What follows belongs to an exercise in optimizing a design on an open flow for small area, a short achievable clock period and few clock cycles per item; a production flow would make more cautious choices. The RTL was checked by simulation tests, not by an equivalence proof against the original design.

===== design/flow/design.v =====
module vrm_core (
    input  wire        clk,
    input  wire        rst,         
    output reg         mem_req,
    output reg         mem_we,
    output reg  [9:0]  mem_addr,
    output wire [39:0] mem_wdata,
    input  wire        mem_gnt,
    input  wire [39:0] mem_rdata,
    output reg         halted,
    output reg         fatal,
    output reg  [2:0]  reason,      
    output reg  [9:0]  ic,
    output reg  [39:0] tmp,
    output reg  [1:0]  c            
);
    localparam R_INV_ADDRESS = 3'd1;
    localparam R_INV_OP      = 3'd2;
    localparam R_OVERFLOW    = 3'd3;
    localparam R_NON_NUMERIC = 3'd4;
    localparam R_UNSUPPORTED = 3'd5;
    localparam K_CR    = 4'd0;
    localparam K_AD    = 4'd1;
    localparam K_SB    = 4'd2;
    localparam K_ML    = 4'd3;
    localparam K_MD    = 4'd4;
    localparam K_DV    = 4'd5;
    localparam K_CP    = 4'd6;
    localparam K_CM    = 4'd7;
    localparam K_JP    = 4'd8;
    localparam K_JE    = 4'd9;
    localparam K_JL    = 4'd10;
    localparam K_JM    = 4'd11;
    localparam K_HALT  = 4'd12;
    localparam K_UNSUP = 4'd13;
    localparam K_BAD   = 4'd14;
    localparam S_F    = 3'd0;
    localparam S_D    = 3'd1;
    localparam S_X    = 3'd2;
    localparam S_E    = 3'd3;
    localparam S_M    = 3'd4;
    localparam S_DB   = 3'd5;
    localparam S_STOP = 3'd6;
    reg [2:0]  state;
    reg        tnum;        
    reg        ai;          
    reg        bv;          
    reg [3:0]  bk;
    reg [9:0]  ba;
    reg [2:0]  xop;         
    assign mem_wdata = tmp;
    function is_d(input [7:0] ch);
        is_d = (ch[7:4] == 4'h3) && (ch[3:0] <= 4'd9);
    endfunction
    function is_num(input [39:0] w);
        is_num = is_d(w[39:32]) && is_d(w[31:24]) && is_d(w[23:16]) &&
                 is_d(w[15:8]) && is_d(w[7:0]);
    endfunction
    function [19:0] digits(input [39:0] w);
        digits = {w[35:32], w[27:24], w[19:16], w[11:8], w[3:0]};
    endfunction
    function [39:0] ascii(input [19:0] d);
        ascii = {4'h3, d[19:16], 4'h3, d[15:12], 4'h3, d[11:8], 4'h3, d[7:4], 4'h3, d[3:0]};
    endfunction
    function [4:0] dadd(input [3:0] a, input [3:0] b, input ci);
        reg [4:0] t;
        begin
            t = {1'b0, a} + {1'b0, b} + {4'd0, ci};
            dadd = (t >= 5'd10) ? {1'b1, t[3:0] + 4'd6} : {1'b0, t[3:0]};
        end
    endfunction
    function [3:0] nines(input [3:0] d);
        nines = 4'd9 - d;
    endfunction
    function [23:0] dbl(input [19:0] d, input ci);
        integer k;
        reg [3:0] x;
        reg       cin;
        begin
            cin = ci;
            for (k = 0; k < 5; k = k + 1) begin
                x = d[4*k +: 4];
                dbl[4*k +: 4] = ((x >= 4'd5) ? ({x[2:0], 1'b0} + 4'd6) : {x[2:0], 1'b0}) | {3'd0, cin};
                cin = (x >= 4'd5);
            end
            dbl[23:20] = {3'd0, cin};
        end
    endfunction
    wire [7:0] rc2 = mem_rdata[23:16];
    wire [7:0] rc3 = mem_rdata[15:8];
    wire [7:0] rc4 = mem_rdata[7:0];
    wire       args3 = is_d(rc2) && is_d(rc3) && is_d(rc4);
    wire       arg1  = is_d(rc4);
    wire [9:0] rarg  = {6'd0, rc2[3:0]} * 10'd100 + {6'd0, rc3[3:0]} * 10'd10 + {6'd0, rc4[3:0]};
    reg [3:0] rkind;
    always @(*) begin
        case (mem_rdata[39:24])
            "CR": rkind = args3 ? K_CR : K_BAD;
            "CM": rkind = args3 ? K_CM : K_BAD;
            "AD": rkind = args3 ? K_AD : K_BAD;
            "SB": rkind = args3 ? K_SB : K_BAD;
            "ML": rkind = args3 ? K_ML : K_BAD;
            "MD": rkind = args3 ? K_MD : K_BAD;
            "DV": rkind = args3 ? K_DV : K_BAD;
            "CP": rkind = args3 ? K_CP : K_BAD;
            "JP": rkind = args3 ? K_JP : K_BAD;
            "JE": rkind = args3 ? K_JE : K_BAD;
            "JL": rkind = args3 ? K_JL : K_BAD;
            "JM": rkind = args3 ? K_JM : K_BAD;
            "GD", "PD", "RD", "WD", "SD", "GT", "PT":
                  rkind = args3 ? K_UNSUP : K_BAD;
            default: begin
                case (mem_rdata[39:8])
                    "HALT":                 rkind = arg1 ? K_HALT : K_BAD;
                    "STVM", "SVRG", "LDRG": rkind = arg1 ? K_UNSUP : K_BAD;
                    default:                rkind = K_BAD;
                endcase
            end
        endcase
    end
    wire [19:0] td = digits(tmp);
    wire [19:0] md = digits(mem_rdata);
    wire        m_num  = is_num(mem_rdata);
    wire        m_zero = (mem_rdata == "00000");
    wire        both_num = tnum && m_num;
    wire        is_sub = (xop == K_SB);
    reg  [19:0] as_res;
    reg         as_co;
    integer     j;
    always @(*) begin : addsub
        reg [4:0] t;
        as_co = is_sub;
        for (j = 0; j < 5; j = j + 1) begin
            t = dadd(td[4*j +: 4], is_sub ? nines(md[4*j +: 4]) : md[4*j +: 4], as_co);
            as_res[4*j +: 4] = t[3:0];
            as_co = t[4];
        end
    end
    wire        as_ovf = is_sub ? !as_co : as_co;
    wire [1:0]  cmp_w = (tmp == mem_rdata) ? 2'd0 : (tmp < mem_rdata) ? 2'd1 : 2'd2;
    reg  [16:0] mb;         
    reg  [19:0] mr;         
    reg  [19:0] mdv;        
    reg  [4:0]  mcnt;       
    reg         mseen;      
    wire [16:0] tbin = td[19:16] * 17'd10000 + td[15:12] * 17'd1000 +
                       td[11:8] * 17'd100 + td[7:4] * 17'd10 + {13'd0, td[3:0]};
    wire        m_div  = (xop != K_ML);
    wire        m_bit  = mb[16];
    wire        m_skip = !mseen && (mb[16:13] == 4'd0) && (mcnt <= 5'd13);
    wire [23:0] m_r2   = dbl(mr, m_div & m_bit);
    wire [23:0] m_y    = m_div ? {4'd9, nines(mdv[19:16]), nines(mdv[15:12]), nines(mdv[11:8]),
                                  nines(mdv[7:4]), nines(mdv[3:0])}
                               : (m_bit ? {4'd0, mdv} : 24'd0);
    reg  [23:0] m_s;
    reg         m_co;
    always @(*) begin : mdadd
        reg [4:0] t;
        m_co = m_div;
        for (j = 0; j < 6; j = j + 1) begin
            t = dadd(m_r2[4*j +: 4], m_y[4*j +: 4], m_co);
            m_s[4*j +: 4] = t[3:0];
            m_co = t[4];
        end
    end
    wire        m_ge   = m_co;                        
    wire [19:0] m_rn   = (m_div && !m_ge) ? m_r2[19:0] : m_s[19:0];
    wire        m_ovf  = !m_div && (m_s[23:20] != 4'd0);
    wire [23:0] m_qd   = dbl(td, m_ge);
    wire [4:0]  m_cntn = mcnt + (m_skip ? 5'd4 : 5'd1);
    wire        m_last = (m_cntn == 5'd17);
    reg [2:0]  n_state;
    reg        n_req, n_we;
    reg [9:0]  n_addr;
    reg [9:0]  n_ic;
    reg        n_halted, n_fatal;
    reg [2:0]  n_reason;
    reg        n_bv;
    reg [2:0]  n_xop;
    wire [9:0] ic1 = ic + 10'd1;
    wire [9:0] ic2 = ic + 10'd2;
    wire [9:0] ic3 = ic + 10'd3;
    wire       pf  = mem_req && mem_gnt;    
    task fault(input [2:0] r);
        begin
            n_fatal  = 1'b1;
            n_reason = r;
            n_req    = 1'b0;
            n_we     = 1'b0;
            n_state  = S_STOP;
        end
    endtask
    task goto_f(input [9:0] a);
        begin
            n_ic = a;
            if (a >= 10'd1000) begin
                fault(R_INV_ADDRESS);
            end else begin
                n_req   = 1'b1;
                n_we    = 1'b0;
                n_addr  = a;
                n_state = S_F;
            end
        end
    endtask
    task dec(input [3:0] k, input [9:0] a, input [9:0] h, input [9:0] h1,
             input [9:0] h2, input [1:0] cc);
        reg jt;
        begin
            n_ic = h;
            if (k <= K_CM) begin
                n_req   = 1'b1;
                n_we    = (k == K_CM);
                n_addr  = a;
                n_xop   = k[2:0];
                n_state = S_X;
            end else if (k <= K_JM) begin
                jt = (k == K_JP) || (k == K_JE && cc == 2'd0) ||
                     (k == K_JL && cc == 2'd1) || (k == K_JM && cc == 2'd2);
                if (jt) begin
                    goto_f(a);
                end else if (pf) begin
                    n_ic    = h1;
                    n_req   = (h2 < 10'd1000);
                    n_we    = 1'b0;
                    n_addr  = h2;
                    n_state = S_D;
                end else begin
                    goto_f(h1);
                end
            end else if (k == K_HALT) begin
                n_halted = 1'b1;
                n_req    = 1'b0;
                n_we     = 1'b0;
                n_state  = S_STOP;
            end else if (k == K_UNSUP) begin
                fault(R_UNSUPPORTED);
            end else begin
                fault(R_INV_OP);
            end
        end
    endtask
    reg        e_ok;        
    reg        e_md;        
    reg [39:0] n_tmp;
    reg        n_tnum;
    reg [1:0]  n_c;
    always @(*) begin
        n_state  = state;
        n_req    = mem_req;
        n_we     = mem_we;
        n_addr   = mem_addr;
        n_ic     = ic;
        n_halted = halted;
        n_fatal  = fatal;
        n_reason = reason;
        n_bv     = bv;
        n_xop    = xop;
        n_tmp    = tmp;
        n_tnum   = tnum;
        n_c      = c;
        e_ok     = 1'b0;
        e_md     = 1'b0;
        case (state)
            S_F: begin
                if (mem_gnt) begin
                    n_req   = (ic1 < 10'd1000);
                    n_addr  = ic1;
                    n_state = S_D;
                end
            end
            S_D: begin
                n_bv = 1'b0;
                dec(rkind, rarg, ic, ic1, ic2, c);
            end
            S_DB: begin
                n_bv = 1'b0;
                dec(bk, ba, ic, ic1, ic2, c);
            end
            S_X: begin
                if (ai) n_bv = 1'b1;
                if (mem_gnt) begin
                    if (mem_we) begin
                        if (mem_addr == ic1) n_bv = 1'b0;
                        n_ic = ic1;
                        if (n_bv) begin
                            n_req   = (ic2 < 10'd1000);
                            n_we    = 1'b0;
                            n_addr  = ic2;
                            n_state = S_DB;
                        end else begin
                            goto_f(ic1);
                        end
                    end else begin
                        n_we    = 1'b0;
                        n_addr  = n_bv ? ic2 : ic1;
                        n_req   = (n_addr < 10'd1000);
                        n_state = S_E;
                    end
                end
            end
            S_E: begin
                case (xop)
                    K_CR[2:0]: begin
                        n_tmp  = mem_rdata;
                        n_tnum = m_num;
                        e_ok   = 1'b1;
                    end
                    K_AD[2:0], K_SB[2:0]: begin
                        if (!both_num) fault(R_NON_NUMERIC);
                        else if (as_ovf) fault(R_OVERFLOW);
                        else begin
                            n_tmp = ascii(as_res);
                            e_ok  = 1'b1;
                        end
                    end
                    K_CP[2:0]: begin
                        n_c  = cmp_w;
                        e_ok = 1'b1;
                    end
                    K_ML[2:0]: begin
                        if (!both_num) fault(R_NON_NUMERIC);
                        else e_md = 1'b1;
                    end
                    default: begin   
                        if (m_zero) fault(R_OVERFLOW);
                        else if (!both_num) fault(R_NON_NUMERIC);
                        else e_md = 1'b1;
                    end
                endcase
                if (e_md) begin
                    n_req   = 1'b0;
                    n_state = S_M;
                    if (xop == K_DV[2:0]) n_tmp = "00000";
                end
                if (e_ok) begin
                    n_ic = ic1;
                    if (bv) begin
                        n_bv = 1'b0;
                        dec(bk, ba, ic1, ic2, ic3, n_c);
                    end else if (pf) begin
                        n_req   = (ic2 < 10'd1000);
                        n_we    = 1'b0;
                        n_addr  = ic2;
                        n_state = S_D;
                    end else begin
                        goto_f(ic1);
                    end
                end
            end
            S_M: begin
                if (!m_skip) begin
                    if (m_ovf) fault(R_OVERFLOW);
                    else if (xop == K_DV[2:0]) n_tmp = ascii(m_qd[19:0]);
                end
                if (m_last && !(!m_skip && m_ovf)) begin
                    if (xop != K_DV[2:0]) n_tmp = ascii(m_skip ? mr : m_rn);
                    n_ic = ic1;
                    if (bv) begin
                        n_req   = (ic2 < 10'd1000);
                        n_we    = 1'b0;
                        n_addr  = ic2;
                        n_state = S_DB;
                    end else begin
                        goto_f(ic1);
                    end
                end
            end
            default: begin   
                n_req = 1'b0;
                n_we  = 1'b0;
            end
        endcase
    end
    always @(posedge clk) begin
        if (rst) begin
            state    <= S_F;
            mem_req  <= 1'b1;
            mem_we   <= 1'b0;
            mem_addr <= 10'd100;
            ic       <= 10'd100;
            tmp      <= "00000";
            tnum     <= 1'b1;
            c        <= 2'd0;
            halted   <= 1'b0;
            fatal    <= 1'b0;
            bv       <= 1'b0;
            ai       <= 1'b0;
        end else begin
            state    <= n_state;
            mem_req  <= n_req;
            mem_we   <= n_we;
            mem_addr <= n_addr;
            ic       <= n_ic;
            tmp      <= n_tmp;
            tnum     <= n_tnum;
            c        <= n_c;
            halted   <= n_halted;
            fatal    <= n_fatal;
            bv       <= n_bv;
            ai       <= pf;
        end
    end
    always @(posedge clk) begin
        reason <= n_reason;
        xop    <= n_xop;
        if (state == S_X && ai) begin
            bk <= rkind;
            ba <= rarg;
        end
        if (state == S_E) begin
            mb    <= tbin;
            mr    <= 20'd0;
            mdv   <= md;
            mcnt  <= 5'd0;
            mseen <= 1'b0;
        end else if (state == S_M) begin
            mcnt <= m_cntn;
            if (m_skip) begin
                mb <= {mb[12:0], 4'd0};
            end else begin
                mb    <= {mb[15:0], 1'b0};
                mr    <= m_rn;
                mseen <= mseen | m_bit;
            end
        end
    end
endmodule

===== design/flow/run.sh =====
#!/bin/bash
# synth_recipe.tcl (not shown) runs the flow's synth.tcl, then flattens the netlist and writes it again
# the make line also repeats each setting of config.mk as NAME=value (left out here)
make -C /OpenROAD-flow-scripts/flow DESIGN_CONFIG=/design/flow/config.mk WORK_HOME=/design/flow/orfs CLKGATE_MAP_FILE= SYNTH_SCRIPT=/design/flow/synth_recipe.tcl finish

===== design/flow/config.mk =====
export PLATFORM = sky130hd
export DESIGN_NAME = vrm_core
export DESIGN_NICKNAME = vrm_core
export VERILOG_FILES = /design/flow/design.v
export SDC_FILE = /design/flow/constraint.sdc
export NUM_CORES = 4
export LEC_CHECK = 0
export CAP_MARGIN = 20
export CORE_MARGIN = 2
export CORE_UTILIZATION = 40
export SLEW_MARGIN = 20

===== design/flow/constraint.sdc =====
create_clock -name core_clock -period 12.0 [get_ports {clk}]
set_input_delay 2.4000 -clock core_clock [delete_from_list [all_inputs] [get_ports {clk}]]
set_output_delay 2.4000 -clock core_clock [all_outputs]
set_load 0.01 [all_outputs]

==> run notes <==
[metrics by stage]
step / setup TNS [ns] / cell area, µm²
4_1_cts: 0 / 23530
2_1_floorplan: 0 / 20420
5_1_grt: -1.659 / 23790
3_3_place_gp: -20.88 / 22850
3_5_place_dp: -53.51 / 22860
6_report: 0 / 23790
[logic make-up (layout without fill, tap and decap cells)]
logic type | after synthesis | in the layout | synth area share, %
AND/OR/NAND/NOR | 860 | 861 | 20.46
adder cells (fa/ha/maj) | 265 | 265 | 18.12
multiplexers | 65 | 65 | 3.304
flip-flops | 155 | 155 | 18.00
XOR/XNOR | 120 | 120 | 5.499
other | 0 | 1 | 0
buffers and inverters | 388 | 520 | 8.056
AO/OA/AOI/OAI | 811 | 811 | 26.55
[how the worst min path moves through the flow]
stage          cells past startpoint     from      end
5_1_grt                            1    mseen    mseen
6_report                           1  mcnt[0]  mcnt[0]
4_1_cts                            1  mcnt[0]  mcnt[0]
3_5_place_dp                       1  mcnt[0]  mcnt[0]
2_1_floorplan                      1  mcnt[0]  mcnt[0]
3_3_place_gp                       1    mseen    mseen
[placed cells by master (no fill, tap or decap), types with 41 or more instances in the layout]
| master | synthesis | final |
|---|---|---|
| xnor2_1 | 78 | 77 |
| nand2_1 | 297 | 296 |
| nor2_1 | 206 | 203 |
| o21ai_0 | 198 | 195 |
| buf_4 | 42 | 127 |
| nand3_1 | 59 | 59 |
| edfxtp_1 | 57 | 57 |
| inv_1 | 202 | 199 |
| a21oi_1 | 184 | 175 |
| nor3_1 | 61 | 57 |
| fa_1 | 51 | 41 |
| a211oi_1 | 55 | 53 |
| clkdlybuf4s50_1 | 0 | 147 |
| dfxtp_1 | 98 | 98 |
| mux2i_1 | 46 | 45 |
| ha_1 | 214 | 205 |
[per-layer routing]
| layer | vias to the layer above | GRT usage, % | routed length (µm) | part of all wire, % |
|---|---|---|---|---|
| li1 | 9937 | - | - | - |
| met1 | 10508 | 42.77 | 36240 | 43 |
| met2 | 1300 | 47.12 | 36350 | 43 |
| met3 | 206 | 7.267 | 9149 | 11 |
| met4 | 4 | 12.32 | 3449 | 4.0 |
| met5 | - | 0 | 21 | 0.025 |
[registers in the layout, indices dropped and copies added, names as in the netlist, 5 cells and up]
name / cells
ba: 10
ic: 10
mb: 17
mcnt: 5
mdv: 20
mem_addr: 10
mr: 20
tmp: 40
[layout make-up]
type | instances | area (µm²) | area share (%)
flip-flops and latches | 155 | 3674 | 15.44
multi-input cells | 2122 | 15400 | 64.74
clock buffers | 20 | 466.7 | 1.962
inverters | 208 | 780.7 | 3.282
repair buffers | 280 | 2482 | 10.43
clock inverters | 12 | 141.4 | 0.5943
well taps | 672 | 840.8 | 3.534
diodes | 1 | 2.502 | 0.01052
[power by group]
group	internal, µW	switching (µW)
registers	704	254
logic	2350	3340
clock network	312	276
[critical path: cells and delay by family]
family                     cells  cell delay, ns
adders and majority gates     13            3.92
and+or+nand+nor                9            1.64
AOI/OAI and AO/OA             11            2.26
buffers and inverters         10            1.17
xor gates and xnor gates       4            0.66
[repair_timing]
action / 4_1_cts / 5_1_grt
hold buffers: 0 / 0
pin swaps: 2 / 23
setup buffers: 2 / 3
endpoints found under the setup margin: 68 / 92
gates cloned: 0 / 1
resized for setup: 14 / 55
==> impl_metrics.json <==
{
  "status": "timing/DRC/antenna clean",
  "ir_worst_vdd_mv": 0.1577,
  "crit_start": "mem_rdata[0]",
  "finalWorstSetupSlack_ns": 0.3006,
  "vias_per_cell": 6.327,
  "ys_top_cells_by_count": "nand2_1, ha_1, nor2_1",
  "ios": 152,
  "endpoint_kind": "flip-flop",
  "initial_core_util_pct": 40.59,
  "nets": 3092,
  "pre_cts_ws_ns": -1.107,
  "row_count": 82,
  "grt_max_degree": 54,
  "die_x_um": 229.9,
  "grt_overflow": 0,
  "syn_nets": 2972,
  "required_ns": 12.37,
  "arrival_ns": 12.07,
  "synthFlopType": "dfxtp_1",
  "cpMaxStageDelayCell": "or4b_2",
  "dp_cells": 3431,
  "crit_type": "in2reg",
  "yosysWarnings": 1,
  "ys_seq_area_share_pct": 18.00,
  "fin_util_pct": 47.32,
  "fin_crit_ns": 11.70,
  "cts_made_buffers": 17,
  "layoutNonFillerInstCount": 3470,
  "clock-sinks": 155,
  "tightest_slew_ns": 1.139,
  "cap_violations": 0,
  "reg2reg_depth": 55,
  "yosysTopAreaCellShare_pct": 13.12,
  "r2r_end": "mem_addr[6]",
  "hpwlAfterDp_um": 64620,
  "root_buffer": "clkbuf_16",
  "cpMostUsedCell": "fa_2",
  "min-delay-path-class": "reg2reg",
  "grt_pass1_wl_um": 126800,
  "core_um2": 50270,
  "synth_edf_count": 57,
  "hold_violations": 0,
  "r2r_setup_slack_ns": 0.50,
  "max-slew-margin-rel_pct": 23.97,
  "power_uw": 7232,
  "slowest_delay_ns": 0.69,
  "netlist_area_um2": 20410,
  "p_leak_uw": 0.009709,
  "grt_pass1_vias": 20651,
  "clock_latency_ns": 0.49,
  "wl_um": 85210,
  "finalSetupViolCount": 0,
  "crit_fanout": 7,
  "dr.first_iter.drc_count": 2441,
  "synth-async-reset-ratio_pct": 0,
  "skew_ns": 0.01164,
  "routedWlPerCell_um": 24.56,
  "max_freq_ghz": 0.08547,
  "timing.final.crit_share_pct": 97.49,
  "via_count": 21955,
  "cts_tree": "done",
  "yosys.area.top_type": "ha_1",
  "whs_ns": 0.4886,
  "r2r-start": "xop[2]",
  "antenna_found_initial": 4,
  "clkTransAtPathRegs_ns": 0.07,
  "synth_area_leaders": "ha_1, dfxtp_1, edfxtp_1, nand2_1, fa_1",
  "fillers": 5097,
  "slew_viol_final": 0,
  "area_delta_synth_final_pct": 16.57,
  "syn_inst": 2664,
  "clockBufferDepth": 2,
  "cp-endpoint": "mem_addr[6]",
  "ant_nets": 0,
  "h-tree-depth": 4,
  "yosysUniqueCellTypes": 107,
  "portBuffers": 151,
  "start_kind": "primary input",
  "drc": 0,
  "p_per_area_nw_per_um2": 304.0,
  "finalWeightedCongestion": 0.9959,
  "grtUsageTotal_pct": 31.18,
  "syn_area_per_cell_um2": 7.661,
  "drt_pre_antenna_iters": 5,
  "dieArea_um2": 52840,
  "synth_most_common_cell": "nand2_1",
  "ys_seq_elements": 155,
  "drive_above_1_share_pct": 10.44,
  "chipHeight_um": 229.9
}
Testbench counts, summed over its fixed seeds: cycles 112,247, instrs 28,647.

[port drivers added, routing unchanged]
In the flow no input, the clock included, has a driving cell. The finished layout below was timed again as built, in two steps. Step 1 sets driving cells, clkbuf_16 on the clock port and buf_2 on the other inputs (assumed; they add their load-dependent delay and slew). Step 2, shift: input delay + t, output delay - t, t = (earliest + latest rising clock arrival at the registers) / 2. This alone moves slack from input paths to output paths. Slacks: ideal / step 1 / step 2; pairs: ideal / step 1.
t, ns: 0.546
slack for setup (ns): 0.301 / 0.340 / -0.206
hold slack, ns: 0.489 / 0.489 / 0.489
latest minus earliest clock arrival (ns): 0.012 / 0.012
With both steps, setup timing fails in this run, where it was met with ideal ports. For this run, drivers alone change the setup slack by +0.039 ns; drivers and shift together by -0.507 ns.
